From an optimization exercise on the open Yosys and OpenROAD flow, aimed at a short achievable clock period and few clock cycles; shortcuts taken in it are not production practice. In this exercise RTL edits were held to simulation tests only and were not proved equivalent to the original. Power is estimated from default activity; no workload was simulated.

## flow/run.sh

```bash
#!/bin/bash
# synth_recipe.tcl (not shown) runs the flow's synth.tcl, then flattens the netlist and writes it again
# the make line also repeats each setting of config.mk as NAME=value (left out here)
make -C /OpenROAD-flow-scripts/flow DESIGN_CONFIG=/design/flow/config.mk WORK_HOME=/design/flow/orfs CLKGATE_MAP_FILE= SYNTH_SCRIPT=/design/flow/synth_recipe.tcl finish
```

## flow/config.mk

```make
export PLATFORM = sky130hd
export DESIGN_NAME = bvm_core
export DESIGN_NICKNAME = bvm_core
export VERILOG_FILES = /design/flow/design.v
export SDC_FILE = /design/flow/constraint.sdc
export NUM_CORES = 4
export LEC_CHECK = 0
export ABC_CLOCK_PERIOD_IN_PS = 5000
export CAP_MARGIN = 20
export CORE_MARGIN = 2
export CORE_UTILIZATION = 40
export SETUP_SLACK_MARGIN = 5
export SLEW_MARGIN = 20
```

## flow/constraint.sdc

```tcl
create_clock -name core_clock -period 14.0 [get_ports {clk}]
set_input_delay 2.8000 -clock core_clock [delete_from_list [all_inputs] [get_ports {clk}]]
set_output_delay 2.8000 -clock core_clock [all_outputs]
set_load 0.01 [all_outputs]
```

## flow/design.v

```verilog
module bvm_core (
    input  wire        clk,
    input  wire        rst,           
    input  wire [12:0] prog_limit,    
    input  wire [15:0] max_steps,     
    output wire        mem_req,
    output wire        mem_we,
    output wire [11:0] mem_addr,
    output wire [7:0]  mem_wdata,
    input  wire        mem_ready,
    input  wire [7:0]  mem_rdata,
    input  wire [3:0]  dbg_addr,
    output wire [7:0]  dbg_data,
    output reg  [2:0]  status,        
    output reg  [15:0] pc,
    output reg  [15:0] last_pc,
    output reg  [31:0] last_word,
    output reg  [15:0] steps,
    output reg  [16:0] fault_addr,
    output reg         dz_valid,
    output reg  [15:0] dz_pc
);
    localparam ST_RUN = 3'd0, ST_HALT = 3'd1, ST_UNK = 3'd2, ST_OOB = 3'd3, ST_CEIL = 3'd4;
    localparam K_FETCH = 1'b0, K_LOAD = 1'b1;
    localparam DIB = 5;
    localparam DTW = 10 - DIB;        
    localparam NDL = 1 << DIB;
    reg [7:0] regs [0:15];
    assign dbg_data = regs[dbg_addr];
    reg [12:0] lim;           
    reg [15:0] ms_m1;         
    reg        end_pend;      
    reg [2:0]  end_code;
    reg        rp_req, rp_kind;
    reg [11:0] rp_addr;
    reg [12:0] pf_ptr;        
    reg [3:0]  sb_mask;       
    reg [11:0] sb_addr;
    reg [7:0]  sb_v0, sb_v1;  
    reg        sb_prog;       
    reg [7:0]  cb0 [0:63];
    reg [7:0]  cb1 [0:63];
    reg [7:0]  cb2 [0:63];
    reg [7:0]  cb3 [0:63];
    reg [63:0] cv0, cv1, cv2, cv3;
    reg [3:0]  ctag [0:63];
    reg [7:0]     db0 [0:NDL-1];
    reg [7:0]     db1 [0:NDL-1];
    reg [7:0]     db2 [0:NDL-1];
    reg [7:0]     db3 [0:NDL-1];
    reg [NDL-1:0] dv0, dv1, dv2, dv3;
    reg [DTW-1:0] dtag [0:NDL-1];
    reg [1:0]  bht [0:63];
    reg        e_valid, e_after_st;
    reg [15:0] e_pc, e_npc, e_tgt;
    reg [31:0] e_word;
    reg        e_fault;
    reg [2:0]  e_fcode;
    reg [16:0] e_faddr;
    reg        e_alu, e_div, e_lui, e_auipc, e_ld, e_st, e_br, e_jal, e_jr, e_halt;
    reg [3:0]  e_op, e_ra, e_rb, e_rb2, e_rd, e_rd2;
    reg        e_useimm, e_ldw, e_jself, e_pred;
    reg [7:0]  e_imm8;
    reg [15:0] e_imm16;
    reg [1:0]  e_stn;
    reg [2:0]  e_f3;
    reg [1:0]  ld_ph;
    wire replay  = e_valid & e_after_st & sb_prog;
    wire ex_ok   = e_valid & ~end_pend & ~replay;
    wire ex_run  = ex_ok & ~e_fault;
    wire       sb_act  = (sb_mask != 4'd0);
    wire [1:0] sb_j    = sb_mask[0] ? 2'd0 : sb_mask[1] ? 2'd1 : sb_mask[2] ? 2'd2 : 2'd3;
    wire       sb_last = (sb_mask == 4'b0001) | (sb_mask == 4'b0010) |
                         (sb_mask == 4'b0100) | (sb_mask == 4'b1000);
    wire [11:0] sb_wa  = sb_addr + {10'd0, sb_j};
    wire [7:0]  sb_wd  = (sb_j == 2'd0) ? sb_v0 : (sb_j == 2'd1) ? sb_v1 : 8'd0;
    wire [11:0] ea;
    assign mem_req   = sb_act | rp_req;
    assign mem_we    = sb_act;
    assign mem_addr  = sb_act ? sb_wa : rp_addr;
    assign mem_wdata = sb_wd;
    wire sb_acc = sb_act & mem_ready;
    wire rp_acc = rp_req & ~sb_act & mem_ready;
    wire sb_clear = ~sb_act | (sb_last & mem_ready);
    reg [15:0] pc_f;
    wire [1:0]  fo  = pc_f[1:0];
    wire [5:0]  fr0 = pc_f[7:2];
    wire [5:0]  fr1 = pc_f[7:2] + 6'd1;
    wire [5:0]  row0 = (fo != 2'd0) ? fr1 : fr0;
    wire [5:0]  row1 = (fo >  2'd1) ? fr1 : fr0;
    wire [5:0]  row2 = (fo == 2'd3) ? fr1 : fr0;
    wire [5:0]  row3 = fr0;
    wire [7:0]  bd0 = cb0[row0], bd1 = cb1[row1], bd2 = cb2[row2], bd3 = cb3[row3];
    wire        bv0 = cv0[row0], bv1 = cv1[row1], bv2 = cv2[row2], bv3 = cv3[row3];
    wire [3:0]  tg0 = ctag[fr0], tg1 = ctag[fr1];
    wire [11:0] fa0 = pc_f[11:0];
    wire [11:0] fa1 = pc_f[11:0] + 12'd1;
    wire [11:0] fa2 = pc_f[11:0] + 12'd2;
    wire [11:0] fa3 = pc_f[11:0] + 12'd3;
    reg  [7:0]  c0, c1, c2, c3;
    reg         v0, v1, v2, v3;
    always @* begin
        case (fo)
            2'd0: begin c0 = bd0; c1 = bd1; c2 = bd2; c3 = bd3; v0 = bv0; v1 = bv1; v2 = bv2; v3 = bv3; end
            2'd1: begin c0 = bd1; c1 = bd2; c2 = bd3; c3 = bd0; v0 = bv1; v1 = bv2; v2 = bv3; v3 = bv0; end
            2'd2: begin c0 = bd2; c1 = bd3; c2 = bd0; c3 = bd1; v0 = bv2; v1 = bv3; v2 = bv0; v3 = bv1; end
            default: begin c0 = bd3; c1 = bd0; c2 = bd1; c3 = bd2; v0 = bv3; v1 = bv0; v2 = bv1; v3 = bv2; end
        endcase
    end
    wire [7:0] b0 = c0, b1 = c1, b2 = c2, b3 = c3;
    wire h0 = v0 & (tg0 == fa0[11:8]);
    wire h1 = v1 & (((fo == 2'd3) ? tg1 : tg0) == fa1[11:8]);
    wire h2 = v2 & (((fo >= 2'd2) ? tg1 : tg0) == fa2[11:8]);
    wire h3 = v3 & (((fo != 2'd0) ? tg1 : tg0) == fa3[11:8]);
    wire f_infl = rp_req & (rp_kind == K_FETCH) & ~sb_act;
    wire fm0 = f_infl & (rp_addr == fa0);
    wire fm1 = f_infl & (rp_addr == fa1);
    wire fm2 = f_infl & (rp_addr == fa2);
    wire fm3 = f_infl & (rp_addr == fa3);
    wire [16:0] pcx  = {1'b0, pc_f};
    wire [16:0] limx = {4'd0, lim};
    wire in0 = pcx < limx;
    wire in1 = (pcx + 17'd1) < limx;
    wire in2 = (pcx + 17'd2) < limx;
    wire in3 = (pcx + 17'd3) < limx;
    wire [3:0] f4 = b1[3:0];
    wire is08  = (b0 == 8'h08);
    wire is18  = (b0 == 8'h18);
    wire is20  = (b0 == 8'h20);
    wire isI   = (b0[7:3] == 5'b00010) && (b0[2:0] != 3'd7);
    wire isLd  = (b0 == 8'h28) || (b0 == 8'h29) || (b0 == 8'h2A);
    wire isSt  = (b0 == 8'h30) || (b0 == 8'h31) || (b0 == 8'h32);
    wire isBr  = (b0[7:3] == 5'b00111) && (b0[2:0] <= 3'd5);
    wire isJal = (b0 == 8'h40);
    wire isJr  = (b0 == 8'h48);
    wire isH   = (b0 == 8'hFF);
    wire needs_b1 = is08 | is18 | is20;
    wire cl_valid = (is08 & (f4 <= 4'd8)) | ((is18 | is20) & (f4 <= 4'd1)) | isI | isLd | isSt |
                    isBr | isJal | isJr | isH;
    wire in_end   = is08 ? in2 : in3;      
    wire all_hit  = h0 & h1 & h2 & (is08 | h3);
    wire [31:0] part_word = {16'd0, needs_b1 ? b1 : 8'd0, b0};
    reg        f_rdy, f_fault;
    reg [2:0]  f_fcode;
    reg [16:0] f_faddr;
    reg [31:0] f_word;
    always @* begin
        f_rdy   = 1'b0;
        f_fault = 1'b0;
        f_fcode = ST_OOB;
        f_faddr = limx;
        f_word  = part_word;
        if (!in0) begin
            f_rdy = 1'b1; f_fault = 1'b1; f_faddr = pcx; f_word = 32'd0;
        end else if (h0) begin
            if (needs_b1 && !in1) begin
                f_rdy = 1'b1; f_fault = 1'b1; f_faddr = pcx + 17'd1; f_word = {24'd0, b0};
            end else if (!needs_b1 || h1) begin
                if (!cl_valid) begin
                    f_rdy = 1'b1; f_fault = 1'b1; f_fcode = ST_UNK;
                end else if (!in_end) begin
                    f_rdy = 1'b1; f_fault = 1'b1;
                end else if (all_hit) begin
                    f_rdy = 1'b1;
                    f_word = {is08 ? 8'd0 : b3, b2, b1, b0};
                end
            end
        end
    end
    wire [3:0]  d_ra  = is08 ? b2[3:0] : is18 ? b3[3:0] : (isSt | isBr) ? b1[3:0] : b1[7:4];
    wire [3:0]  d_rb  = is08 ? b2[7:4] : b1[7:4];
    wire [3:0]  d_rd  = (is08 | is18 | is20) ? b1[7:4] : b1[3:0];
    wire [3:0]  d_op  = is08 ? f4 : isI ? {1'b0, b0[2:0]} : (f4[0] ? 4'd8 : 4'd7);
    wire [7:0]  d_imm8  = is18 ? {3'd0, b2[4:0]} : b2;
    wire [15:0] d_imm16 = {b3, b2};
    wire [1:0]  d_stn   = (b0[1:0] == 2'd0) ? 2'd0 : (b0[1:0] == 2'd1) ? 2'd1 : 2'd3;
    wire        d_jself = (b1[7:4] == b1[3:0]);
    wire [15:0] pc3   = pc_f + 16'd3;
    wire [15:0] pc4   = pc_f + 16'd4;
    wire [15:0] f_npc = is08 ? pc3 : pc4;
    wire [15:0] t_a   = isJr ? {8'd0, pc4[15:8]} : pc4;
    wire [15:0] t_b   = isJal ? {b3[3:0], b2, b1[7:4]} : {b3, b2};
    wire [15:0] t_sum = t_a + t_b;
    wire [15:0] f_tgt = {t_sum[15:1], t_sum[0] & ~isJr};
    wire [1:0]  bht_c = bht[pc_f[7:2]];
    wire        f_bp  = bht_c[1] | ((bht_c == 2'b01) & b3[7]);
    wire        f_pred = isJal | (isJr & d_jself) | (isBr & f_bp);
    wire [7:0] ra_v  = regs[e_ra];
    wire [7:0] rb_v  = regs[e_rb];
    wire [7:0] rb2_v = regs[e_rb2];
    wire [7:0] opb   = e_useimm ? e_imm8 : rb_v;
    wire [15:0] prod = ra_v * opb;
    reg  [7:0]  alu_y;
    always @* begin
        case (e_op)
            4'd0: alu_y = ra_v + opb;
            4'd1: alu_y = ra_v - opb;
            4'd2: alu_y = prod[7:0];
            4'd4: alu_y = ra_v & opb;
            4'd5: alu_y = ra_v | opb;
            4'd6: alu_y = ra_v ^ opb;
            4'd7: alu_y = (opb[7:3] != 5'd0) ? 8'd0 : (ra_v << opb[2:0]);
            default: alu_y = (opb[7:3] != 5'd0) ? 8'd0 : (ra_v >> opb[2:0]);
        endcase
    end
    wire signed [7:0] sa = ra_v;
    wire signed [7:0] sb = rb_v;
    reg br_cond;
    always @* begin
        case (e_f3)
            3'd0: br_cond = (sa == sb);
            3'd1: br_cond = (sa != sb);
            3'd2: br_cond = (sa <  sb);
            3'd3: br_cond = (sa >  sb);
            3'd4: br_cond = (sa <= sb);
            default: br_cond = (sa >= sb);
        endcase
    end
    wire [7:0]  link    = e_npc[15:8];
    wire [15:0] jr_sum  = {8'd0, ra_v} + e_imm16;
    wire [15:0] jr_tgt  = {jr_sum[15:1], 1'b0};
    assign      ea      = ra_v + e_imm16[11:0];
    function [9:0] r4step(input [7:0] r, input [1:0] d, input [7:0] b, input [9:0] b3);
        reg [10:0] x, t1, t2, t3;
        begin
            x  = {1'b0, r, d};
            t1 = x - {3'd0, b};
            t2 = x - {2'd0, b, 1'b0};
            t3 = x - {1'b0, b3};
            if (!t3[10])      r4step = {t3[7:0], 2'd3};
            else if (!t2[10]) r4step = {t2[7:0], 2'd2};
            else if (!t1[10]) r4step = {t1[7:0], 2'd1};
            else              r4step = {x[7:0], 2'd0};
        end
    endfunction
    reg        dv_busy;
    reg [7:0]  dv_r, dv_b;
    reg [9:0]  dv_b3;
    reg [3:0]  dv_qh, dv_al;
    wire [9:0] opb3  = {2'd0, opb} + {1'b0, opb, 1'b0};
    wire [9:0] dv_s1 = r4step(8'd0, ra_v[7:6], opb, opb3);
    wire [9:0] dv_s2 = r4step(dv_s1[9:2], ra_v[5:4], opb, opb3);
    wire [9:0] dv_s3 = r4step(dv_r, dv_al[3:2], dv_b, dv_b3);
    wire [9:0] dv_s4 = r4step(dv_s3[9:2], dv_al[1:0], dv_b, dv_b3);
    wire [7:0] dv_q  = {dv_qh, dv_s3[1:0], dv_s4[1:0]};
    wire       dv_zero = (opb == 8'd0);
    wire [11:0]    da   = (ld_ph != 2'd0) ? rp_addr : ea;
    wire [1:0]     eo   = da[1:0];
    wire [DIB-1:0] er0  = da[DIB+1:2];
    wire [DIB-1:0] er1  = er0 + 1'b1;
    wire [DIB-1:0] drow0 = (eo != 2'd0) ? er1 : er0;
    wire [DIB-1:0] drow1 = (eo >  2'd1) ? er1 : er0;
    wire [DIB-1:0] drow2 = (eo == 2'd3) ? er1 : er0;
    wire [DIB-1:0] drow3 = er0;
    wire [7:0]  dd0r = db0[drow0], dd1r = db1[drow1], dd2r = db2[drow2], dd3r = db3[drow3];
    wire        dv0r = dv0[drow0], dv1r = dv1[drow1], dv2r = dv2[drow2], dv3r = dv3[drow3];
    wire [DTW-1:0] dtg0 = dtag[er0], dtg1 = dtag[er1];
    wire [11:0] ea1 = da + 12'd1;
    wire [11:0] ea2 = da + 12'd2;
    wire [11:0] ea3 = da + 12'd3;
    reg  [7:0]  dd0, dd1, dd2, dd3;
    reg         dw0, dw1, dw2, dw3;
    always @* begin
        case (eo)
            2'd0: begin dd0 = dd0r; dd1 = dd1r; dd2 = dd2r; dd3 = dd3r; dw0 = dv0r; dw1 = dv1r; dw2 = dv2r; dw3 = dv3r; end
            2'd1: begin dd0 = dd1r; dd1 = dd2r; dd2 = dd3r; dd3 = dd0r; dw0 = dv1r; dw1 = dv2r; dw2 = dv3r; dw3 = dv0r; end
            2'd2: begin dd0 = dd2r; dd1 = dd3r; dd2 = dd0r; dd3 = dd1r; dw0 = dv2r; dw1 = dv3r; dw2 = dv0r; dw3 = dv1r; end
            default: begin dd0 = dd3r; dd1 = dd0r; dd2 = dd1r; dd3 = dd2r; dw0 = dv3r; dw1 = dv0r; dw2 = dv1r; dw3 = dv2r; end
        endcase
    end
    wire dh0 = dw0 & (dtg0 == da[11:DIB+2]);
    wire dh1 = dw1 & (((eo == 2'd3) ? dtg1 : dtg0) == ea1[11:DIB+2]);
    wire dh2 = dw2 & (((eo >= 2'd2) ? dtg1 : dtg0) == ea2[11:DIB+2]);
    wire dh3 = dw3 & (((eo != 2'd0) ? dtg1 : dtg0) == ea3[11:DIB+2]);
    wire [7:0] sv1    = (e_stn == 2'd3) ? rb2_v : 8'd0;
    wire [3:0] st_m   = (e_stn == 2'd0) ? 4'b0001 : (e_stn == 2'd1) ? 4'b0011 : 4'b1111;
    wire [3:0] st_sil = {dh3 & (dd3 == 8'd0), dh2 & (dd2 == 8'd0), dh1 & (dd1 == sv1), dh0 & (dd0 == rb_v)};
    wire [3:0] st_eff = st_m & ~st_sil;
    wire       ld_hit = (ld_ph == 2'd0) & dh0 & (~e_ldw | dh1);
    wire simple  = (e_alu & ~e_div) | e_lui | e_auipc | e_br | e_jal | e_jr | e_halt;
    wire div_ok  = e_div & (dv_zero | dv_busy);
    wire ld_ok   = e_ld & (ld_hit | ((ld_ph == 2'd1) & rp_acc & ~e_ldw) | ((ld_ph == 2'd2) & rp_acc));
    wire st_ok   = e_st & sb_clear;
    wire commit  = ex_run & (simple | div_ok | ld_ok | st_ok);
    wire mispred = (e_br & (br_cond ^ e_pred)) | (e_jr & ~e_jself);
    wire redirect = (commit & mispred) | replay;
    wire [15:0] redir_pc = replay ? e_pc : e_jr ? jr_tgt : br_cond ? e_tgt : e_npc;
    wire [15:0] commit_pc = (e_jal | (e_jr & e_jself) | (e_br & br_cond)) ? e_tgt :
                            e_jr ? jr_tgt : e_npc;
    wire ex_free = ~e_valid | commit | replay | end_pend | e_fault;
    wire dz_now  = ex_run & e_div & dv_zero;
    wire run_end = commit & (e_halt | (steps == ms_m1));
    wire st_go   = commit & e_st;
    wire ld_go0  = ex_run & e_ld & (ld_ph == 2'd0) & ~ld_hit;
    wire ld2_go  = ex_run & e_ld & (ld_ph == 2'd1) & rp_acc & e_ldw;
    reg        rw_en;
    reg [3:0]  rw_idx;
    reg [7:0]  rw_val;
    always @* begin
        rw_en  = 1'b0;
        rw_idx = e_rd;
        rw_val = link;
        if (ex_run) begin
            if (e_ld) begin
                rw_en  = ld_hit | ((ld_ph != 2'd0) & rp_acc);
                rw_idx = (ld_ph == 2'd2) ? e_rd2 : e_rd;
                rw_val = ld_hit ? dd0 : mem_rdata;
            end else if (e_alu) begin
                rw_en  = e_div ? (dv_busy & ~dv_zero) : 1'b1;
                rw_val = e_div ? dv_q : alu_y;
            end else if (e_lui) begin
                rw_en  = 1'b1;
                rw_val = e_imm16[15:8];
            end else if (e_auipc) begin
                rw_en  = 1'b1;
                rw_val = link + e_imm16[7:0];
            end else if (e_jal | e_jr) begin
                rw_en  = 1'b1;
            end
        end
    end
    wire rw2_en = ex_run & e_ld & e_ldw & ld_hit;
    wire        dc_ld  = ex_run & e_ld & (ld_ph != 2'd0) & rp_acc;
    wire        dc_we  = st_go | dc_ld;
    wire [3:0]  dc_m   = st_go ? st_m : 4'b0001;
    wire [7:0]  dc_v0  = st_go ? rb_v : mem_rdata;
    wire [7:0]  dc_v1  = sv1;
    wire [1:0]     wo   = eo;
    wire [DIB-1:0] wr0  = er0;
    wire [DIB-1:0] wr1  = er1;
    wire [DTW-1:0] wt0  = da[11:DIB+2];
    wire [DTW-1:0] wt1  = ea3[11:DIB+2];
    wire [1:0] wi0 = 2'd0 - wo, wi1 = 2'd1 - wo, wi2 = 2'd2 - wo, wi3 = 2'd3 - wo;
    wire       wb0 = dc_m[wi0], wb1 = dc_m[wi1], wb2 = dc_m[wi2], wb3 = dc_m[wi3];
    wire       wl0 = (wo != 2'd0), wl1 = (wo > 2'd1), wl2 = (wo == 2'd3);
    function [7:0] dc_val(input [1:0] i, input [7:0] x0, input [7:0] x1);
        dc_val = (i == 2'd0) ? x0 : (i == 2'd1) ? x1 : 8'd0;
    endfunction
    wire       w0_any = (wb0 & ~wl0) | (wb1 & ~wl1) | (wb2 & ~wl2) | wb3;
    wire       w1_any = (wb0 & wl0) | (wb1 & wl1) | (wb2 & wl2);
    wire       w0_tm  = (dtg0 == wt0);
    wire       w1_tm  = (dtg1 == wt1);
    wire dm0 = in0 & ~h0 & ~fm0;
    wire dm1 = in1 & ~h1 & ~fm1;
    wire dm2 = in2 & ~h2 & ~fm2;
    wire dm3 = in3 & ~h3 & ~fm3;
    wire        fetch_need = dm0 | dm1 | dm2 | dm3 | (pf_ptr < lim);
    wire [11:0] fetch_addr = dm0 ? fa0 : dm1 ? fa1 : dm2 ? fa2 : dm3 ? fa3 : pf_ptr[11:0];
    wire if_block = sb_act & sb_prog;
    wire f_issue  = f_rdy & ~if_block & ~end_pend & ex_free & ~redirect;
    wire        c_fill = rp_acc & (rp_kind == K_FETCH);
    wire [5:0]  c_row  = mem_addr[7:2];
    wire [1:0]  c_bank = mem_addr[1:0];
    wire        c_tm   = (ctag[c_row] == mem_addr[11:8]);
    wire [7:0]  c_data = sb_act ? sb_wd : mem_rdata;
    integer k;
    always @(posedge clk) begin
        if (rst) begin
            status     <= ST_RUN;
            pc         <= 16'd0;
            last_pc    <= 16'd0;
            last_word  <= 32'd0;
            steps      <= 16'd0;
            fault_addr <= 17'd0;
            dz_valid   <= 1'b0;
            dz_pc      <= 16'd0;
            for (k = 0; k < 16; k = k + 1)
                regs[k] <= 8'd0;
            for (k = 0; k < 64; k = k + 1)
                bht[k] <= 2'b01;
            lim        <= prog_limit;
            ms_m1      <= max_steps - 16'd1;
            end_pend   <= (max_steps == 16'd0);
            end_code   <= ST_CEIL;
            rp_req     <= 1'b1;
            rp_kind    <= K_FETCH;
            rp_addr    <= 12'd0;
            pf_ptr     <= 13'd1;
            sb_mask    <= 4'd0;
            sb_prog    <= 1'b0;
            cv0 <= 64'd0; cv1 <= 64'd0; cv2 <= 64'd0; cv3 <= 64'd0;
            dv0 <= {NDL{1'b0}}; dv1 <= {NDL{1'b0}}; dv2 <= {NDL{1'b0}}; dv3 <= {NDL{1'b0}};
            pc_f       <= 16'd0;
            e_valid    <= 1'b0;
            e_after_st <= 1'b0;
            dv_busy    <= 1'b0;
            ld_ph      <= 2'd0;
        end else begin
            dz_valid <= 1'b0;
            if (c_fill) begin
                if (c_tm) begin
                    case (c_bank)
                        2'd0: cv0[c_row] <= 1'b1;
                        2'd1: cv1[c_row] <= 1'b1;
                        2'd2: cv2[c_row] <= 1'b1;
                        default: cv3[c_row] <= 1'b1;
                    endcase
                end else begin
                    ctag[c_row] <= mem_addr[11:8];
                    cv0[c_row] <= (c_bank == 2'd0);
                    cv1[c_row] <= (c_bank == 2'd1);
                    cv2[c_row] <= (c_bank == 2'd2);
                    cv3[c_row] <= (c_bank == 2'd3);
                end
            end
            if (c_fill || (sb_acc && c_tm)) begin
                case (c_bank)
                    2'd0: cb0[c_row] <= c_data;
                    2'd1: cb1[c_row] <= c_data;
                    2'd2: cb2[c_row] <= c_data;
                    default: cb3[c_row] <= c_data;
                endcase
            end
            if (dc_we) begin
                if (w0_any) begin
                    if (w0_tm) begin
                        if (wb0 & ~wl0) dv0[wr0] <= 1'b1;
                        if (wb1 & ~wl1) dv1[wr0] <= 1'b1;
                        if (wb2 & ~wl2) dv2[wr0] <= 1'b1;
                        if (wb3)        dv3[wr0] <= 1'b1;
                    end else begin
                        dtag[wr0] <= wt0;
                        dv0[wr0] <= wb0 & ~wl0;
                        dv1[wr0] <= wb1 & ~wl1;
                        dv2[wr0] <= wb2 & ~wl2;
                        dv3[wr0] <= wb3;
                    end
                end
                if (w1_any) begin
                    if (w1_tm) begin
                        if (wb0 & wl0) dv0[wr1] <= 1'b1;
                        if (wb1 & wl1) dv1[wr1] <= 1'b1;
                        if (wb2 & wl2) dv2[wr1] <= 1'b1;
                    end else begin
                        dtag[wr1] <= wt1;
                        dv0[wr1] <= wb0 & wl0;
                        dv1[wr1] <= wb1 & wl1;
                        dv2[wr1] <= wb2 & wl2;
                        dv3[wr1] <= 1'b0;
                    end
                end
                if (wb0) db0[wl0 ? wr1 : wr0] <= dc_val(wi0, dc_v0, dc_v1);
                if (wb1) db1[wl1 ? wr1 : wr0] <= dc_val(wi1, dc_v0, dc_v1);
                if (wb2) db2[wl2 ? wr1 : wr0] <= dc_val(wi2, dc_v0, dc_v1);
                if (wb3) db3[wr0]             <= dc_val(wi3, dc_v0, dc_v1);
            end
            if (st_go) begin
                sb_mask <= st_eff;
                sb_addr <= ea;
                sb_v0   <= rb_v;
                sb_v1   <= sv1;
                sb_prog <= (st_eff != 4'd0) && (({1'b0, ea} < lim) || (ea[11:2] == 10'h3FF));
            end else if (sb_acc) begin
                sb_mask[sb_j] <= 1'b0;
            end
            if (rp_req && !rp_acc && rp_kind == K_LOAD) begin
            end else if (ld_go0) begin
                rp_req   <= 1'b1;
                rp_kind  <= K_LOAD;
                rp_addr  <= ea;
            end else if (ld2_go) begin
                rp_req   <= 1'b1;
                rp_kind  <= K_LOAD;
                rp_addr  <= rp_addr + 12'd1;
            end else if (fetch_need && !end_pend) begin
                rp_req   <= 1'b1;
                rp_kind  <= K_FETCH;
                rp_addr  <= fetch_addr;
                pf_ptr   <= {1'b0, fetch_addr} + 13'd1;
            end else begin
                rp_req   <= 1'b0;
            end
            if (rw_en)
                regs[rw_idx] <= rw_val;
            if (rw2_en)
                regs[e_rd2] <= dd1;
            if (ld_go0)
                ld_ph <= 2'd1;
            else if (ld2_go)
                ld_ph <= 2'd2;
            else if (commit)
                ld_ph <= 2'd0;
            if (ex_run && e_div && !dv_zero && !dv_busy) begin
                dv_busy <= 1'b1;
                dv_r    <= dv_s2[9:2];
                dv_qh   <= {dv_s1[1:0], dv_s2[1:0]};
                dv_al   <= ra_v[3:0];
                dv_b    <= opb;
                dv_b3   <= opb3;
            end else begin
                dv_busy <= 1'b0;
            end
            if (dz_now) begin
                dz_valid <= 1'b1;
                dz_pc    <= e_pc;
            end
            if (commit && e_br) begin
                if (br_cond && bht[e_pc[7:2]] != 2'b11)
                    bht[e_pc[7:2]] <= bht[e_pc[7:2]] + 2'b01;
                else if (!br_cond && bht[e_pc[7:2]] != 2'b00)
                    bht[e_pc[7:2]] <= bht[e_pc[7:2]] - 2'b01;
            end
            if (commit) begin
                steps     <= steps + 16'd1;
                last_pc   <= e_pc;
                last_word <= e_word;
                if (!e_halt)
                    pc <= commit_pc;
                if (run_end) begin
                    end_pend <= 1'b1;
                    end_code <= e_halt ? ST_HALT : ST_CEIL;
                    if (sb_clear && !(e_st && st_eff != 4'd0) && !dz_now)
                        status <= e_halt ? ST_HALT : ST_CEIL;
                end
            end else if (ex_ok && e_fault) begin
                last_pc    <= e_pc;
                last_word  <= e_word;
                fault_addr <= e_faddr;
                end_pend   <= 1'b1;
                end_code   <= e_fcode;
                if (sb_clear)
                    status <= e_fcode;
            end else if (end_pend && sb_clear && status == ST_RUN) begin
                status <= end_code;
            end
            if (redirect)
                pc_f <= redir_pc;
            else if (f_issue)
                pc_f <= f_pred ? f_tgt : f_npc;
            e_after_st <= 1'b0;
            if (ex_free) begin
                e_valid <= f_issue;
                if (f_issue) begin
                    e_after_st <= st_go;
                    e_pc     <= pc_f;
                    e_npc    <= f_npc;
                    e_tgt    <= f_tgt;
                    e_pred   <= f_pred;
                    e_word   <= f_word;
                    e_fault  <= f_fault;
                    e_fcode  <= f_fcode;
                    e_faddr  <= f_faddr;
                    e_alu    <= is08 | isI | is18;
                    e_div    <= (is08 & (f4 == 4'd3)) | (b0 == 8'h13);
                    e_lui    <= is20 & ~f4[0];
                    e_auipc  <= is20 & f4[0];
                    e_ld     <= isLd;
                    e_st     <= isSt;
                    e_br     <= isBr;
                    e_jal    <= isJal;
                    e_jr     <= isJr;
                    e_halt   <= isH;
                    e_op     <= d_op;
                    e_ra     <= d_ra;
                    e_rb     <= d_rb;
                    e_rb2    <= d_rb + 4'd1;
                    e_rd     <= d_rd;
                    e_rd2    <= d_rd + 4'd1;
                    e_useimm <= isI | is18;
                    e_ldw    <= (b0 == 8'h2A);
                    e_jself  <= d_jself;
                    e_imm8   <= d_imm8;
                    e_imm16  <= d_imm16;
                    e_stn    <= d_stn;
                    e_f3     <= b0[2:0];
                end
            end
        end
    end
endmodule
```

==> impl_metrics.env, run 1 <==
export IMPL_status="timing/DRC/antenna clean"
export IMPL_antenna_found_initial=64
export IMPL_drtIter0Drc=28800
export IMPL_wl_met3_mm=136
export IMPL_r2r_cells=24
export IMPL_max_stage_delay_ns=0.65
export IMPL_io_pins=191
export IMPL_syn_area_mm2=0.240
export IMPL_crit_path_start_kind="flop"
export IMPL_track_usage_pct=32.3
export IMPL_synth_edff_count=3996
export IMPL_ys_seq_elements=4577
export IMPL_grt_start_max_net_pins=208
export IMPL_ys_seq_area_share_pct=54.7
export IMPL_min_period_ns=9.12
export IMPL_syn_to_final_growth_pct=15.1
export IMPL_end_kind="flop"
export IMPL_internal_power_mw=23.2
export IMPL_wirelength_mm=1020
export IMPL_grt_pass1_wl_mm=1400
export IMPL_die_width_um=779
export IMPL_switchingPower_mw=7.74
export IMPL_switching_share_pct=25.0
export IMPL_yosysUniqueCellTypes=151
export IMPL_hpwl_mm=684
export IMPL_rows=284
export IMPL_hp_start="last_pc[11]"
export IMPL_power_frac_seq_pct=48.1
export IMPL_setup_violations=0
export IMPL_core_mm2=0.598
export IMPL_cap_violations=0
export IMPL_yosysWarnings=1
export IMPL_fin_setup_tns_ns=0
export IMPL_wl_per_cell_um=36.4
export IMPL_die_y_um=779
export IMPL_r2r_start="sb_mask[0]"
export IMPL_cp_slowest_cell="nor2_1"
export IMPL_max_slew_margin_pct=1.93
export IMPL_cts_buffer_depth=4
export IMPL_drc=0
export IMPL_peakVddDrop_v=0.000112
export IMPL_path_common_cell="buf_4"
export IMPL_max_freq_ghz=0.110
export IMPL_p_per_area_mw_per_mm2=112
export IMPL_final_cells=28100
export IMPL_synthFlopType="edfxtp_1"
export IMPL_worstPathRequired_ns=14.79
export IMPL_crit_path_max_fanout=64
export IMPL_syn_inst=19500
export IMPL_viasPerCell=6.74
export IMPL_fin_crit_sh_pct=65.2
export IMPL_rsz0062_at_grt="true"
export IMPL_gp_routability_congestion=1.02
export IMPL_cts_reportedPaths_clkPinSlew_ns=0.06
export IMPL_maxSlewViolCount=0
export IMPL_seq_area_mm2=0.132
export IMPL_fin_util_pct=46.3
export IMPL_htreeDepth=5
export IMPL_route_layer_met1_wl_mm=370
export IMPL_route_met2_wl_mm=437
export IMPL_p_comb_share_pct=8.4
export IMPL_initial_core_util_pct=40.2
export IMPL_clock_sinks=4577
export IMPL_drive_gt1_share_pct=20.0
export IMPL_fill_cells=53200
export IMPL_avgSynthCellArea_um2=12.4
export IMPL_cts_made_buffers=482
export IMPL_vias=189000
export IMPL_p_clk_share_pct=43.5
export IMPL_p_leak_nw=88.2
export IMPL_clock_latency_ns=1.17
export IMPL_hold_path_class="flop to flop"
export IMPL_ant_nets=0
export IMPL_place_port_buffers=190
export IMPL_r2r_end="cb0[16][1]"
export IMPL_ff2ff_setup_slack_ns=4.88
export IMPL_finalHoldViolations=0
export IMPL_cts_tree="yes"
export IMPL_grt_pass1_vias=177000
export IMPL_whs_endpoint="last_pc[11]"
export IMPL_dp_cells=26800
export IMPL_arrival_ns=9.91
export IMPL_die_area_mm2=0.607
export IMPL_final_nets=20000
export IMPL_finalClockSkew_ns=0.184
export IMPL_path_cells="a21oi_1 -> ha_1 -> inv_1 -> fa_1 -> nor2b_1 -> nor3_1 -> a21o_1 -> buf_4 -> inv_1 -> nand3_1 -> buf_4 -> o22ai_1 -> nor4_1 -> o21ai_0 -> nor4_1 -> xnor2_1 -> nor2_4 -> a41oi_1 -> nor3_1 -> buf_4 -> nand2_2 -> buf_4 -> nor2_1 -> buf_4"
export IMPL_holdPathStages=2
export IMPL_multi_input_area_mm2=0.106
export IMPL_async_flop_share_pct=0
export IMPL_highest_layer="met5"
export IMPL_dr_pass1_iters=10
export IMPL_worstSetupPathType="flop to flop"
export IMPL_tightest_slew_ns=1.47
export IMPL_root_buffer="clkbuf_16"
export IMPL_overflow=0
-- per-stage QoR --
stage / worst slack, ns / power, mW / cell area, um^2 / hold WS, ns
6_report: 4.88 / 30.9 / 277000 / 0.452
5_1_grt: 4.85 / 31.5 / 277000 / 0.470
4_1_cts: 4.98 / 30.8 / 274000 / 0.452
3_5_place_dp: 1.61 / 17.4 / 252000 / 0.444
3_3_place_gp: 1.76 / 17.4 / 252000 / 0.440
2_1_floorplan: 4.93 / 16.4 / 241000 / 0.406
-- power by group through the flow --
stage,Sequential [mW],Combinational (mW),Clock (mW)
after CTS,14.9,2.41,13.5
after detailed placement,15.2,2.27,0
after global placement,15.2,2.27,0
final,14.9,2.59,13.5
after floorplan,15.2,1.29,0
after global routing,14.9,2.61,14.0
-- cell type report --
class / instances / area share, %
Antenna cell: 38 / 0.0344
Clock buffer: 573 / 4.55
Clock inverter: 325 / 1.36
Inverter: 421 / 0.641
Multi-Input combinational cell: 13000 / 38.1
Sequential cell: 4577 / 47.6
Tap cell: 8008 / 3.62
Timing Repair Buffer: 1149 / 4.09
Timing Repair inverter: 3 / 0.00949
-- sequential cells by signal, summed over array words and instances, names as in the netlist, 256 cells and up, named ones only --
register and count:
cb1 512, cb0 512, db0 256, db3 256, ctag 256, cb2 512
db2 256, cb3 512, db1 256
-- cell usage after synthesis (105+ instances only) --
cell type	instances	area share, %
buf_2	324	0.67
a31oi_1	122	0.32
buf_4	111	0.35
o21ai_0	928	1.9
mux4_2	1000	9.4
nand3_1	470	0.98
a22oi_1	296	0.92
xnor2_1	285	1.0
buf_1	150	0.23
nand2_1	1611	2.5
nor4_1	122	0.32
o211ai_1	126	0.39
and3_1	141	0.37
nor2_1	1653	2.6
a211oi_1	430	1.3
nor3_1	368	0.77
inv_1	396	0.62
xor2_1	120	0.44
clkbuf_1	812	1.3
o22ai_1	475	1.2
o2bb2ai_1	105	0.38
mux2i_1	1199	5.0
nand4_1	122	0.32
mux2_2	158	0.74
dfxtp_1	581	4.8
a21oi_1	992	2.1
edfxtp_1	3996	50
ha_1	283	1.5
-- cells by family after synthesis --
group | synth area share [%]
XOR/XNOR | 1.57
buffers and inverters | 3.72
flip-flops | 54.7
other | 0.00156
adder cells (fa/ha/maj) | 1.69
multiplexers | 15.2
AND/OR/NAND/NOR | 9.54
AO/OA/AOI/OAI | 13.6
-- critical path: cells and delay by family (launching register included) --
| family | cells | cell delay [ns] |
|---|---|---|
| AO/OA/AOI/OAI | 5 | 1.11 |
| XOR/XNOR | 1 | 0.19 |
| adder cells (fa/ha/maj) | 2 | 0.85 |
| buffers and inverters | 7 | 2.53 |
| flip-flops | 1 | 0.54 |
| AND/OR/NAND/NOR | 9 | 3.46 |
-- layout by cell type, fill, tap and decap left out, types with 331 or more instances in the layout --
cell,synthesis,layout
a21oi_1,992,963
inv_1,396,372
dfxtp_1,581,559
nor3_1,368,331
nor2_1,1653,1261
mux4_2,1000,1000
edfxtp_1,3996,3996
buf_4,111,761
clkbuf_16,0,492
nand2_1,1611,1573
o22ai_1,475,425
o21ai_0,928,891
mux2i_1,1199,1181
nand3_1,470,433
a211oi_1,430,413
-- worst max-delay path by stage --
stage,end,startpoint,cells past startpoint,slack [ns]
after floorplan,db1[4][0],flop,34,4.93
after global placement,db1[12][1],flop,25,1.76
after detailed placement,db1[12][1],flop,25,1.61
after CTS,dtag[26][3],flop,25,4.98
after global routing,pc_f[14],pc_f[3],30,4.85
final,cb0[16][1],sb_mask[0],24,4.88
-- what timing repair did --
action | 4_1_cts | 5_1_grt
pin swaps | 96 | 55
gates cloned | 27 | 10
gates resized for setup | 722 | 463
endpoints found under the setup margin | 4223 | 5194
hold buffers | 0 | 0
setup buffers | 178 | 92
-- metal layers --
metal  GRT usage, %  vias to the layer above
li1               -                    76800
met3           10.4                     3366
met1           41.3                    95100
met2           47.5                    14000
met5          0.102                        -
met4           20.4                       44
Testbench counts, summed over its fixed seeds: cycles 53,660.
==> run 2: changes to the inputs <==
--- a/flow/config.mk
+++ b/flow/config.mk
@@ -9,5 +9,5 @@
 export CAP_MARGIN = 20
 export CORE_MARGIN = 2
-export CORE_UTILIZATION = 40
+export CORE_UTILIZATION = 55
 export SETUP_SLACK_MARGIN = 5
 export SLEW_MARGIN = 20
==> run 2 against run 1 <==
Combinational power about the same. Via count down 0.16%. Synthesized cell count unchanged. First-iteration DRC count up 2.4%. Cell area down 1.7%. Wire length down 1.6%. Hold slack worse by 0.0047 ns. Flip-flop and latch count unchanged. Worst setup slack worse by 0.36 ns. Sequential share of layout area up 0.83 points. Clock-buffer cell count up 23. Sequential power about the same. Largest power group unchanged.
==> impl_metrics.env, run 2 <==
export IMPL_track_usage_pct=44.4
export IMPL_die_area_mm2=0.442
export IMPL_hpwl_mm=671
export IMPL_fin_crit_sh_pct=67.7
export IMPL_max_slew_margin_pct=7.60
export IMPL_r2r_cells=26
export IMPL_core_mm2=0.435
export IMPL_antenna_found_initial=59
export IMPL_syn_area_mm2=0.240
export IMPL_max_freq_ghz=0.105
export IMPL_dp_cells=24600
export IMPL_ys_seq_area_share_pct=54.7
export IMPL_overflow=0
export IMPL_holdPathStages=2
export IMPL_yosysMostFrequentCell="edfxtp_1"
export IMPL_r2r_end="status[1]"
export IMPL_yosysWarnings=1
export IMPL_clock_sinks=4577
export IMPL_grt_pass1_wl_mm=1390
export IMPL_viasPerCell=7.31
export IMPL_worstSetupPathType="flop to flop"
export IMPL_mostFrequentLayoutCells="edfxtp_1, nand2_1, nor2_1, mux2i_1, mux4_2"
export IMPL_holdWs_ns=0.447
export IMPL_final_nets=20000
export IMPL_htreeDepth=5
export IMPL_grt_pass1_vias=176000
export IMPL_finalClockSkew_ns=0.0873
export IMPL_clock_latency_ns=1.12
export IMPL_synth_top_cell_by_area="edfxtp_1"
export IMPL_fill_cells=33900
export IMPL_setup_violations=0
export IMPL_syn_to_final_growth_pct=13.1
export IMPL_end_kind="flop"
export IMPL_avgSynthCellArea_um2=12.4
export IMPL_ff2ff_setup_slack_ns=4.52
export IMPL_tightest_slew_ns=1.38
export IMPL_drc=0
export IMPL_rows=242
export IMPL_seq_area_mm2=0.132
export IMPL_finalHoldViolations=0
export IMPL_synthFlopType="edfxtp_1"
export IMPL_hp_start="last_word[27]"
export IMPL_ys_seq_elements=4577
export IMPL_cts_tree="yes"
export IMPL_crit_path_max_fanout=41
export IMPL_p_per_area_mw_per_mm2=111
export IMPL_final_cells=25800
export IMPL_layout_commonest_cell="edfxtp_1"
export IMPL_maxSlewViolCount=0
export IMPL_drive_gt1_share_pct=18.7
export IMPL_wl_per_cell_um=39.0
export IMPL_arrival_ns=10.42
export IMPL_synth_edff_count=3996
export IMPL_worstPathRequired_ns=14.93
export IMPL_place_ws_ns=2.04
export IMPL_yosysUniqueCellTypes=151
export IMPL_ant_nets=0
export IMPL_dr_pass1_iters=12
export IMPL_vias=189000
export IMPL_whs_endpoint="last_word[27]"
export IMPL_fin_setup_tns_ns=0
export IMPL_crit_path_start_kind="flop"
export IMPL_initial_core_util_pct=55.3
export IMPL_min_period_ns=9.48
export IMPL_multi_input_area_mm2=0.104
export IMPL_p_leak_nw=87.7
export IMPL_cts_reportedPaths_clkPinSlew_ns=0.06
export IMPL_drtIter0Drc=29500
export IMPL_async_flop_share_pct=0
export IMPL_synth_top_area_share_pct=49.9
export IMPL_cts_buffer_depth=4
export IMPL_grt_start_max_net_pins=142
export IMPL_yosys_top_cells_area="edfxtp_1, mux4_2, mux2i_1"
export IMPL_gp_routability_congestion=1.07
export IMPL_wirelength_mm=1010
export IMPL_hold_path_class="flop to flop"
export IMPL_finalPower_mw=30.2
export IMPL_die_y_um=665
export IMPL_rsz0062_at_grt="true"
export IMPL_place_port_buffers=190
export IMPL_peakVddDrop_v=0.000115
export IMPL_status="timing/DRC/antenna clean"
export IMPL_cts_made_buffers=475
export IMPL_postLayoutSetupSlackWorst_ns=4.52
export IMPL_io_pins=191
export IMPL_root_buffer="clkbuf_16"
export IMPL_syn_inst=19500
export IMPL_die_width_um=665
export IMPL_yosys_top_cells_count="edfxtp_1, nor2_1, nand2_1"
export IMPL_cap_violations=0
## run 2: cell counts after synthesis
Identical to the previous run, type by type.
## run 2: what timing repair did
item,in CTS,in global routing
setup buffers,168,113
gates resized for setup,559,265
endpoints found under the setup margin,5330,3985
pin swaps,75,62
gates cloned,20,8
hold buffers,0,0
## run 2: worst max path at each step
stage | endpoint | cells after the start | slack [ns]
2_1_floorplan | db1[4][0] | 34 | 4.93
3_3_place_gp | regs[0][0] | 24 | 1.46
3_5_place_dp | db1[26][3] | 27 | 2.04
4_1_cts | dtag[6][1] | 31 | 5.00
5_1_grt | status[1] | 23 | 4.72
6_report | status[1] | 26 | 4.52
## run 2: final cells by class
| cell class | count | share of cell area [%] |
|---|---|---|
| repair inverters | 3 | 0.00966 |
| diodes | 51 | 0.0469 |
| clock inverters | 281 | 1.02 |
| flip-flops and latches | 4577 | 48.4 |
| multi-input cells | 13000 | 38.4 |
| well taps | 5734 | 2.64 |
| repair buffers | 1200 | 4.23 |
| inverters | 421 | 0.642 |
| clock buffers | 596 | 4.63 |
## run 2: worst max-delay path: stages (launching register included)
cell and delay (ns):
dfxtp_4 0.39, buf_12 0.13, mux4_2 0.50, mux2_4 0.31, o21ai_4 0.22, buf_12 0.15, inv_4 0.08, ha_4 0.19
fa_2 0.42, xnor2_4 0.22, buf_4 0.14, buf_6 0.35, inv_2 0.08, buf_8 0.25, a311oi_1 0.93, a22oi_1 0.45
mux2_2 0.56, a2bb2oi_2 0.27, a31o_2 0.35, a41oi_2 0.82, xnor2_1 0.13, or4_1 0.53, or4_1 0.60, o41ai_2 0.48
and4_2 0.44, mux2i_1 0.21, nor2_1 0.06
## run 2: logic make-up (layout without fill, tap and decap cells)
logic type / after synthesis / after routing / share of synthesized area, %
AND/OR/NAND/NOR: 5055 / 5064 / 9.54
AO/OA/AOI/OAI: 4820 / 4823 / 13.6
flip-flops: 4577 / 4577 / 54.7
multiplexers: 2369 / 2369 / 15.2
buffers and inverters: 1917 / 2501 / 3.72
XOR/XNOR: 417 / 417 / 1.57
adder cells (fa/ha/maj): 309 / 309 / 1.69
other: 1 / 52 / 0.00156
## run 2: where the power goes
part           switching (mW)  total (mW)  internal (mW)  leakage [nW]
clock                    5.64        12.8           7.11          7.45
sequential             0.0427        14.9           14.8          41.2
combinational            1.85        2.57          0.720          39.1
total                    7.53        30.2           22.7          87.7
## run 2: layer usage
layer	global-route usage, %	up-vias	share of wire (%)
met5	0.119	-	0.028
met4	33.9	28	9.6
met3	13.6	3727	13
met2	65.2	14600	43
met1	55.0	93800	34
li1	-	76800	-
## run 2: per-stage QoR
step | cell area, um^2 | util, %
2_1_floorplan | 241000 | -
3_3_place_gp | 249000 | 57.3
3_5_place_dp | 250000 | 57.4
4_1_cts | 269000 | 61.9
5_1_grt | 272000 | 62.5
6_report | 272000 | 62.6
==> run 3: changes to the inputs <==
==> flow/flow/run.sh (new file) <==
#!/bin/bash
# Standard ORFS layout (the standard.sh), with timing repair aiming below the clock
# period. The repair before placement is skipped.
set -o pipefail
bash standard.sh SETUP_SLACK_MARGIN=5.6 REMOVE_ABC_BUFFERS=1 \
    SKIP_LAST_GASP=1 finish > layout_make.log 2>&1
==> flow/standard.sh (new file) <==
#!/bin/bash
# synth_recipe.tcl (not shown) runs the flow's synth.tcl, then flattens the netlist and writes it again
# the make line also repeats each setting of config.mk as NAME=value (left out here)
make -C /OpenROAD-flow-scripts/flow DESIGN_CONFIG=/design/flow/config.mk WORK_HOME=/design/flow/orfs CLKGATE_MAP_FILE= SYNTH_SCRIPT=/design/flow/synth_recipe.tcl "${@:-finish}"
--- a/flow/config.mk
+++ b/flow/config.mk
@@ -6,8 +6,7 @@
 export NUM_CORES = 4
 export LEC_CHECK = 0
-export ABC_CLOCK_PERIOD_IN_PS = 5000
+export ABC_CLOCK_PERIOD_IN_PS = 3000
 export CAP_MARGIN = 20
 export CORE_MARGIN = 2
-export CORE_UTILIZATION = 55
-export SETUP_SLACK_MARGIN = 5
+export CORE_UTILIZATION = 40
 export SLEW_MARGIN = 20
removed: flow/run.sh
==> run 3 against run 2 <==
Maximum frequency increased by 9.2%. Global-route usage decreased by 11 points. Sequential power about the same. Area after synthesis unchanged. Clock-buffer cell count increased by 60. First-iteration DRC count about the same. Synthesized cell count unchanged. Hold slack improved by 0.0021 ns. Flip-flop and latch count unchanged. Largest cell class unchanged. Largest power group unchanged.
==> impl_metrics.env, run 3 <==
export IMPL_antenna_found_initial=62
export IMPL_syn_inst=19500
export IMPL_die_width_um=779
export IMPL_synth_top_area_share_pct=49.9
export IMPL_drive_gt1_share_pct=21.5
export IMPL_core_mm2=0.598
export IMPL_cts_tree="yes"
export IMPL_finalHoldViolations=0
export IMPL_place_area_mm2=0.252
export IMPL_ys_seq_area_share_pct=54.7
export IMPL_crit_path_start_kind="flop"
export IMPL_track_usage_pct=33.4
export IMPL_drtIter0Drc=29500
export IMPL_worstSetupPathType="flop to flop"
export IMPL_peakVddDrop_v=0.000134
export IMPL_place_port_buffers=190
export IMPL_maxSlewViolCount=0
export IMPL_synth_edff_count=3996
export IMPL_dr_pass1_iters=12
export IMPL_htreeDepth=6
export IMPL_r2r_cells=30
export IMPL_finalPower_mw=31.6
export IMPL_hold_buffers=0
export IMPL_layout_commonest_cell="edfxtp_1"
export IMPL_final_nets=20300
export IMPL_ant_nets=0
export IMPL_arrival_ns=9.62
export IMPL_rsz0062_at_grt="true"
export IMPL_overflow=0
export IMPL_hp_start="last_pc[6]"
export IMPL_max_stage_delay_ns=0.63
export IMPL_r2r_end="status[1]"
export IMPL_finalClockSkew_ns=0.0965
export IMPL_holdWs_ns=0.449
export IMPL_grt_start_max_net_pins=167
export IMPL_grt_pass1_wl_mm=1440
export IMPL_fin_util_pct=47.2
export IMPL_rows=284
export IMPL_ys_seq_elements=4577
export IMPL_hpwl_mm=702
export IMPL_root_buffer="clkbuf_16"
export IMPL_yosys_top_cells_count="edfxtp_1, nor2_1, nand2_1"
export IMPL_mostFrequentLayoutCells="edfxtp_1, nand2_1, nor2_1, mux2i_1, mux4_2"
export IMPL_yosysMostFrequentCell="edfxtp_1"
export IMPL_tightest_slew_ns=1.39
export IMPL_grt_pass1_vias=180000
export IMPL_clock_sinks=4577
export IMPL_fin_setup_tns_ns=0
export IMPL_yosysWarnings=1
export IMPL_viasPerCell=6.77
export IMPL_drc=0
export IMPL_holdPathStages=2
export IMPL_cts_buffer_depth=4
export IMPL_hold_path_class="flop to flop"
export IMPL_yosys_top_cells_area="edfxtp_1, mux4_2, mux2i_1"
export IMPL_whs_endpoint="last_pc[6]"
export IMPL_place_ws_ns=1.87
export IMPL_clock_latency_ns=1.14
export IMPL_setup_violations=0
export IMPL_end_kind="flop"
export IMPL_cts_reportedPaths_clkPinSlew_ns=0.06
export IMPL_dp_cells=26800
export IMPL_io_pins=191
export IMPL_synthFlopType="edfxtp_1"
export IMPL_vias=192000
export IMPL_yosysUniqueCellTypes=151
export IMPL_path_common_cell="buf_12"
export IMPL_ff2ff_setup_slack_ns=5.32
export IMPL_status="timing/DRC/antenna clean"
export IMPL_synth_top_cell_by_area="edfxtp_1"
export IMPL_wirelength_mm=1070
export IMPL_fin_area_mm2=0.282
export IMPL_cts_made_buffers=521
export IMPL_cp_slowest_cell="mux4_2"
export IMPL_cap_violations=0
export IMPL_die_y_um=779
export IMPL_syn_area_mm2=0.240
export IMPL_syn_to_final_growth_pct=17.4
export IMPL_max_slew_margin_pct=6.96
export IMPL_postLayoutSetupSlackWorst_ns=5.32
export IMPL_crit_path_max_fanout=11
export IMPL_final_cells=28400
export IMPL_min_period_ns=8.68
export IMPL_avgSynthCellArea_um2=12.4
export IMPL_die_area_mm2=0.607
export IMPL_p_leak_nw=90.7
export IMPL_max_freq_ghz=0.115
export IMPL_wl_per_cell_um=37.5
export IMPL_gp_routability_congestion=1.02
export IMPL_fin_crit_sh_pct=62.0
export IMPL_worstPathRequired_ns=14.93
export IMPL_async_flop_share_pct=0
export IMPL_p_per_area_mw_per_mm2=112
export IMPL_initial_core_util_pct=40.2
run 3: routing by layer:
metal | wire length (um) | track usage, %
met5 | 608 | 0.462
met4 | 111000 | 27.0
met3 | 132000 | 9.60
met2 | 457000 | 49.8
met1 | 364000 | 40.5
run 3: area by class of cell:
type                    instances  area (um^2)
flip-flops and latches       4577       132000
well taps                    8008        10000
clock inverters               282         3210
repair buffers               1417        14900
inverters                     421         1780
clock buffers                 656        13900
fillers                     53200       316000
multi-input cells           13000       107000
diodes                         45          113
repair inverters                6         55.1
run 3: repair_timing:
action / 4_1_cts / 5_1_grt
resized for setup: 1015 / 556
gates cloned: 43 / 32
setup buffers: 280 / 206
endpoints found under the setup margin: 5467 / 5038
pin swaps: 120 / 145
run 3: how the worst max path moves through the flow:
stage	startpoint	endpoint	slack, ns
finish	flop	status[1]	5.32
global route	flop	status[1]	5.36
CTS	pc_f[0]	pc_f[14]	5.52
detailed placement	flop	flop	1.87
global placement	flop	flop	2.07
floorplan	pc_f[3]	flop	-32.41
run 3: worst max-delay path, delay by kind of cell, from the launching register on:
kind | cells | cell delay [ns]
AOI/OAI and AO/OA | 6 | 1.62
xor gates and xnor gates | 1 | 0.21
adders and majority gates | 2 | 0.77
buffers and inverters | 10 | 1.68
DFF | 1 | 0.46
muxes | 3 | 1.34
and+or+nand+nor | 8 | 2.37
run 3: kinds of logic after synthesis:
logic type / share of synthesized area (%)
and+or+nand+nor: 9.54
AOI/OAI and AO/OA: 13.6
DFF: 54.7
muxes: 15.2
buffers and inverters: 3.72
xor gates and xnor gates: 1.57
adders and majority gates: 1.69
other: 0.00156
run 3: where the power goes:
group	internal (mW)	switching, mW	total, mW	leakage [nW]
clock network	7.83	6.09	13.9	8.29
logic	0.849	1.94	2.79	41.3
registers	14.8	0.0422	14.9	41.2
total	23.5	8.07	31.6	90.7
==> run 4: changes to the inputs <==
==> flow/flow/run.sh (replaced) <==
#!/bin/bash
# Standard ORFS layout (the standard.sh), with timing repair aiming below the clock
# period. The repair before placement is skipped.
set -o pipefail
bash standard.sh SETUP_SLACK_MARGIN=6.0 REMOVE_ABC_BUFFERS=1 \
    SKIP_LAST_GASP=1 finish > layout_make.log 2>&1
==> run 4 against run 3 <==
Now fails the layout checks on capacitance limit, slew limit. First-iteration DRC count increased by 2.1%. Cell area grew 4.3%. Via count is 2.0% higher. Hold slack improved by 0.0023 ns. Worst setup slack gained 0.16 ns. Non-clock buffer count increased by 425. Core utilization increased by 2.0 points. Die area stayed put. Critical path type unchanged. Critical endpoint unchanged. Largest cell class unchanged. Largest power group unchanged.
==> impl_metrics.env, run 4 <==
export IMPL_synth_mux_area_share_pct=15.2
export IMPL_fin_setup_tns_ns=0
export IMPL_grt_pass1_wl_mm=1470
export IMPL_clock_latency_ns=1.14
export IMPL_ant_nets=0
export IMPL_avgSynthCellArea_um2=12.4
export IMPL_grt_start_max_net_pins=167
export IMPL_worstSetupPathType="flop to flop"
export IMPL_yosysUniqueCellTypes=151
export IMPL_setup_violations=0
export IMPL_vias=196000
export IMPL_viasPerCell=6.80
export IMPL_crit_path_max_fanout=7
export IMPL_crit_family="multiplexers"
export IMPL_yosysWarnings=1
export IMPL_ys_seq_elements=4577
export IMPL_synth_top_family_by_area="multiplexers"
export IMPL_cts_tree="yes"
export IMPL_dr_pass1_iters=13
export IMPL_cp_slowest_cell="mux4_2"
export IMPL_io_pins=191
export IMPL_peakVddDrop_v=0.000133
export IMPL_r2r_end="status[1]"
export IMPL_clock_sinks=4577
export IMPL_synth_compound_gate_area_share_pct=13.6
export IMPL_finalPower_mw=31.8
export IMPL_use_met2_pct=50.2
export IMPL_top_usage_layer="met2"
export IMPL_cts_buffer_depth=4
export IMPL_synth_top_area_share_pct=49.9
export IMPL_initial_core_util_pct=40.2
export IMPL_max_slew_margin_pct=-2.33
export IMPL_tightest_slew_ns=1.53
export IMPL_hp_start="last_pc[1]"
export IMPL_status="finished with violations"
export IMPL_path_buf_inv=8
export IMPL_drtIter0Drc=30200
export IMPL_drive_gt1_share_pct=25.7
export IMPL_antenna_found_initial=50
export IMPL_synthXorXnorAreaFrac_pct=1.57
export IMPL_cts_made_buffers=521
export IMPL_final_nets=20700
export IMPL_hpwl_mm=702
export IMPL_p_per_area_mw_per_mm2=108
export IMPL_yosysMostFrequentCell="edfxtp_1"
export IMPL_met3_usage_pct=10.4
export IMPL_min_period_ns=8.52
export IMPL_grt_pass1_vias=183000
export IMPL_drc=0
export IMPL_finalHoldViolations=0
export IMPL_mostFrequentLayoutCells="edfxtp_1, nand2_1, mux2i_1, nor2_1, mux4_2"
export IMPL_fill_cells=51700
export IMPL_violations="capacitance limit, slew limit"
export IMPL_p_leak_nw=95.1
export IMPL_die_width_um=779
export IMPL_synth_edff_count=3996
export IMPL_syn_area_mm2=0.240
export IMPL_ff2ff_setup_slack_ns=5.48
export IMPL_overflow=0
export IMPL_postLayoutSetupSlackWorst_ns=5.48
export IMPL_arrival_ns=9.46
export IMPL_fin_crit_sh_pct=60.9
export IMPL_synthFlopType="edfxtp_1"
export IMPL_end_kind="flop"
export IMPL_cap_violations=7
export IMPL_place_ws_ns=1.87
export IMPL_synth_adder_area_share_pct=1.69
export IMPL_hold_buffers=0
export IMPL_yosys_top_cells_area="edfxtp_1, mux4_2, mux2i_1"
export IMPL_async_flop_share_pct=0
export IMPL_rows=284
export IMPL_synth_top_cell_by_area="edfxtp_1"
export IMPL_maxSlewViolCount=41
export IMPL_finalClockSkew_ns=0.0884
export IMPL_ys_seq_area_share_pct=54.7
export IMPL_hold_path_class="flop to flop"
export IMPL_rsz0062_at_grt="true"
export IMPL_layout_commonest_cell="edfxtp_1"
export IMPL_whs_endpoint="last_pc[1]"
export IMPL_r2r_cells=28
export IMPL_place_port_buffers=190
export IMPL_max_stage_delay_ns=0.64
export IMPL_max_freq_ghz=0.117
export IMPL_crit_path_start_kind="flop"
export IMPL_die_area_mm2=0.607
export IMPL_wirelength_mm=1090
export IMPL_worstPathRequired_ns=14.94
export IMPL_die_y_um=779
export IMPL_cts_reportedPaths_clkPinSlew_ns=0.06
export IMPL_yosys_area_share_simple_pct=9.54
export IMPL_gp_routability_congestion=1.02
export IMPL_wl_per_cell_um=37.9
export IMPL_syn_to_final_growth_pct=22.5
export IMPL_grt_met1_usage_pct=40.9
export IMPL_htreeDepth=6
export IMPL_holdPathStages=2
export IMPL_root_buffer="clkbuf_16"
export IMPL_yosys_top_cells_count="edfxtp_1, nor2_1, nand2_1"
export IMPL_core_mm2=0.598
export IMPL_syn_inst=19500
export IMPL_track_usage_pct=34.1
run 4: cell types whose count changed in the layout (fill, tap and decap cells not counted), sizes merged, moves of 2 or more:
cell    delta
nand3      +2
bufbuf    +13
or2        +2
buf      +394
or3        +3
diode      -7
clkbuf    +18
run 4: worst max-delay path by stage:
| stage | startpoint | endpoint | slack [ns] | cells past startpoint |
|---|---|---|---|---|
| after global routing | flop | status[1] | 5.46 | 30 |
| final | flop | status[1] | 5.48 | 28 |
| after floorplan | pc_f[3] | flop | -32.41 | 16 |
| after detailed placement | flop | flop | 1.87 | 26 |
| after global placement | flop | flop | 2.07 | 26 |
| after CTS | flop | dtag[23][2] | 5.70 | 32 |
run 4: timing repair:
item	4_1_cts	5_1_grt
setup buffers	532	312
pin swaps	378	478
setup endpoints to repair	5855	5569
gates resized for setup	1915	1234
cloned	90	62
run 4: cells by family (layout without fill, tap and decap cells):
logic type,count (synthesis),after routing
buffers and inverters,1917,3207
muxes,2369,2369
AOI/OAI and AO/OA,4820,4826
other,1,39
and+or+nand+nor,5055,5071
adders and majority gates,309,309
xor gates and xnor gates,417,417
DFF,4577,4577
run 4: per-layer routing:
layer	vias to the layer above	share of wire [%]
met5	-	0.034
met2	15700	43
met4	32	11
met3	4305	13
li1	78300	-
met1	97700	34
run 4: final cells by class:
cell class,instances,area (um^2),share of cell area (%)
diodes,38,95.1,0.0323
clock buffers,656,13900,4.70
clock inverters,282,3210,1.09
inverters,421,1780,0.604
multi-input cells,13000,112000,38.0
flip-flops and latches,4577,132000,44.7
well taps,8008,10000,3.40
repair buffers,1842,21900,7.43
repair inverters,6,52.6,0.0178
run 4: report_power, final:
| part | switching (mW) | total [mW] | internal [mW] |
|---|---|---|---|
| combinational | 2.04 | 2.97 | 0.931 |
| sequential | 0.0422 | 14.9 | 14.8 |
| clock | 6.11 | 13.9 | 7.83 |
run 4: metrics by stage:
step | hold WS (ns) | std cells | cell area (um^2) | utilization, %
floorplan | 0.430 | 18000 | 233000 | -
global placement | 0.439 | 26800 | 252000 | 42.0
detailed placement | 0.446 | 26800 | 252000 | 42.1
CTS | 0.454 | 28400 | 284000 | 47.5
global route | 0.472 | 28800 | 294000 | 49.2
finish | 0.452 | 28800 | 295000 | 49.2
run 4: worst min-delay path, stage by stage, from the launching register on:
cell and delay, ns:
dfxtp_1 0.30, nand2_1 0.05, a21oi_1 0.05
==> run 5: changes to the inputs <==
--- a/flow/config.mk
+++ b/flow/config.mk
@@ -9,4 +9,4 @@
 export CAP_MARGIN = 20
 export CORE_MARGIN = 2
-export CORE_UTILIZATION = 40
+export CORE_UTILIZATION = 32
 export SLEW_MARGIN = 20
==> run 5 against run 4 <==
The layout still fails its checks (capacitance limit, slew limit). Global-route usage shrank 5.9 points. Cell count grew 7.9%. Register-to-register slack lost 0.45 ns. Worst setup slack lost 0.45 ns. Sequential power is essentially flat. Via count grew 2.0%. Critical path depth grew 1. Hold slack gained 0.0020 ns. Combinational power grew 4%. Clock-buffer cell count grew 8. Clock skew grew 0.019 ns. Maximum frequency shrank 5.0%.
==> impl_metrics.env, run 5 <==
export IMPL_status="finished with violations"
export IMPL_violations="capacitance limit, slew limit"
export IMPL_cap_violations=3
export IMPL_cts_made_buffers=523
export IMPL_ant_nets=0
export IMPL_ys_seq_elements=4577
export IMPL_synth_top_area_share_pct=49.9
export IMPL_cts_reportedPaths_clkPinSlew_ns=0.06
export IMPL_setup_violations=0
export IMPL_drtIter0Drc=31800
export IMPL_drc=0
export IMPL_syn_inst=19500
export IMPL_path_common_cell="buf_4"
export IMPL_yosysWarnings=1
export IMPL_grt_start_max_net_pins=115
export IMPL_hpwl_mm=727
export IMPL_yosysUniqueCellTypes=151
export IMPL_finalClockSkew_ns=0.107
export IMPL_viasPerCell=6.43
export IMPL_rsz0062_at_grt="true"
export IMPL_max_stage_delay_ns=0.59
export IMPL_antenna_found_initial=92
export IMPL_dp_cells=28800
export IMPL_synthFlopType="edfxtp_1"
export IMPL_fin_crit_sh_pct=64.1
export IMPL_multi_input_area_mm2=0.113
export IMPL_drive_gt1_share_pct=28.1
export IMPL_initial_core_util_pct=32.1
export IMPL_seq_area_mm2=0.132
export IMPL_max_slew_margin_pct=-2.55
export IMPL_overflow=0
export IMPL_cts_tree="yes"
export IMPL_wirelength_mm=1140
export IMPL_ys_seq_area_share_pct=54.7
export IMPL_finalPower_mw=31.9
export IMPL_core_mm2=0.749
export IMPL_syn_to_final_growth_pct=25.9
export IMPL_cp_slowest_cell="or4_4"
export IMPL_fin_setup_tns_ns=0
export IMPL_dr_pass1_iters=9
export IMPL_final_cells=31100
export IMPL_arrival_ns=9.94
export IMPL_io_pins=191
export IMPL_synth_top_cell_by_area="edfxtp_1"
export IMPL_max_freq_ghz=0.111
export IMPL_final_nets=21000
export IMPL_track_usage_pct=28.2
export IMPL_place_port_buffers=190
export IMPL_hold_path_class="flop to flop"
export IMPL_cts_buffer_depth=4
export IMPL_maxSlewViolCount=18
export IMPL_synth_edff_count=3996
export IMPL_p_per_area_mw_per_mm2=105
export IMPL_root_buffer="clkbuf_16"
export IMPL_p_leak_nw=98.2
export IMPL_async_flop_share_pct=0
export IMPL_clock_sinks=4577
export IMPL_fill_cells=68700
export IMPL_layout_commonest_cell="edfxtp_1"
export IMPL_die_width_um=871
export IMPL_peakVddDrop_v=0.000151
export IMPL_end_kind="flop"
export IMPL_yosysMostFrequentCell="edfxtp_1"
export IMPL_clock_latency_ns=1.18
export IMPL_vias=200000
export IMPL_grt_pass1_vias=185000
export IMPL_worstPathRequired_ns=14.97
export IMPL_htreeDepth=6
export IMPL_crit_path_max_fanout=13
export IMPL_die_y_um=871
export IMPL_avgSynthCellArea_um2=12.4
export IMPL_rows=318
export IMPL_crit_path_start_kind="flop"
export IMPL_grt_pass1_wl_mm=1520
export IMPL_die_area_mm2=0.758
export IMPL_yosys_top_cells_area="edfxtp_1, mux4_2, mux2i_1"
export IMPL_wl_per_cell_um=36.8
export IMPL_syn_area_mm2=0.240
export IMPL_worstSetupPathType="flop to flop"
export IMPL_tightest_slew_ns=1.54
export IMPL_gp_routability_congestion=1.07
export IMPL_finalHoldViolations=0
export IMPL_min_period_ns=8.97
export IMPL_mostFrequentLayoutCells="edfxtp_1, nand2_1, mux2i_1, nor2_1, mux4_2"
export IMPL_yosys_top_cells_count="edfxtp_1, nor2_1, nand2_1"
==> run 5: what timing repair did <==
action / in CTS / in global routing
setup buffers: 778 / 259
cloned: 139 / 60
resized for setup: 2786 / 972
endpoints found under the setup margin: 5910 / 5530
hold buffers: 0 / 0
pin swaps: 647 / 481
endpoints found under the hold margin: 0 / 0
==> run 5: kinds of logic (layout without fill, tap and decap cells) <==
logic type,count (synthesis),count (layout),synth area share (%)
AND/OR/NAND/NOR,5055,5076,9.54
AO/OA/AOI/OAI,4820,4827,13.6
adder cells (fa/ha/maj),309,309,1.69
multiplexers,2369,2369,15.2
XOR/XNOR,417,417,1.57
other,1,80,0.00156
flip-flops,4577,4577,54.7
buffers and inverters,1917,3531,3.72
==> run 5: worst paths after layout <==
path | from | depth (start not counted) | slack [ns] | endpoint
hold reg to reg | fault_addr[0] | 2 | 0.45 | fault_addr[0]
setup reg to reg | flop | 29 | 5.03 | status[1]
hold / removal | fault_addr[0] | 2 | 0.45 | fault_addr[0]
setup / recovery | flop | 29 | 5.03 | status[1]
==> run 5: per-stage QoR <==
step	cell area, um^2	worst slack (ns)	hold WS, ns	utilization (%)
2_1_floorplan	233000	-32.41	0.430	-
3_5_place_dp	255000	1.12	0.450	34.0
5_1_grt	302000	4.96	0.469	40.4
3_3_place_gp	255000	1.26	0.444	34.0
6_report	303000	5.03	0.454	40.4
4_1_cts	294000	5.45	0.457	39.2
==> run 5: worst max-delay path, delay by kind of cell (launching register included) <==
family / cells / cell delay (ns)
adders and majority gates: 3 / 1.01
DFF: 1 / 0.43
buffers and inverters: 8 / 1.63
muxes: 3 / 0.97
xor gates and xnor gates: 1 / 0.14
and+or+nand+nor: 8 / 2.43
AOI/OAI and AO/OA: 6 / 2.11
==> run 5: layout make-up <==
class / instances / share of cell area (%)
tap: 9920 / 4.10
timing repair inverter: 4 / 0.0124
timing repair buffer: 2157 / 8.78
multi-input combinational: 13000 / 37.3
clock buffer: 664 / 4.57
sequential: 4577 / 43.5
inverter: 421 / 0.589
antenna: 79 / 0.0653
clock inverter: 285 / 1.05
==> run 5: routing by layer <==
layer  wire length [um]  vias up  track usage, %
li1                   -    79100               -
met1             399000   100000            34.7
met2             464000    16300            39.7
met3             169000     4284            11.1
met4             111000       58            21.2
met5                923        -           0.869
==> run 5: where the power goes <==
part	leakage [nW]	total [mW]	switching [mW]	internal (mW)
logic	48.8	3.08	2.11	0.962
clock network	8.22	13.9	6.19	7.71
registers	41.2	14.9	0.0490	14.8

separate check: timing with driven ports:
How much do the figures lean on ideal ports? The routed layouts below were timed once more, with nothing changed but the port constraints. Step 1 assumes that a clkbuf_16 drives the clock port and a buf_2 every other input. Step 2 times the ports against the registers' clock, not the clock port: input delays grow and output delays shrink by t, the midpoint of the rising clock arrivals with the driver on. Slacks: ideal ports / drivers / drivers and shift; pairs: ideal ports / drivers.
| run | t, ns | slack for setup (ns) | latest minus earliest clock arrival (ns) |
|---|---|---|---|
| run 1 | 1.232 | 4.878 / 4.878 / 4.878 | 0.190 / 0.190 |
| run 2 | 1.203 | 4.519 / 4.519 / 4.519 | 0.087 / 0.088 |
| run 3 | 1.224 | 5.316 / 5.316 / 4.776 | 0.100 / 0.101 |
| run 4 | 1.230 | 5.476 / 5.476 / 4.851 | 0.090 / 0.090 |
| run 5 | 1.240 | 5.031 / 5.031 / 5.031 | 0.108 / 0.109 |
For run 4, which loses most, drivers alone change the setup slack by 0.000 ns; drivers and shift together by -0.625 ns.
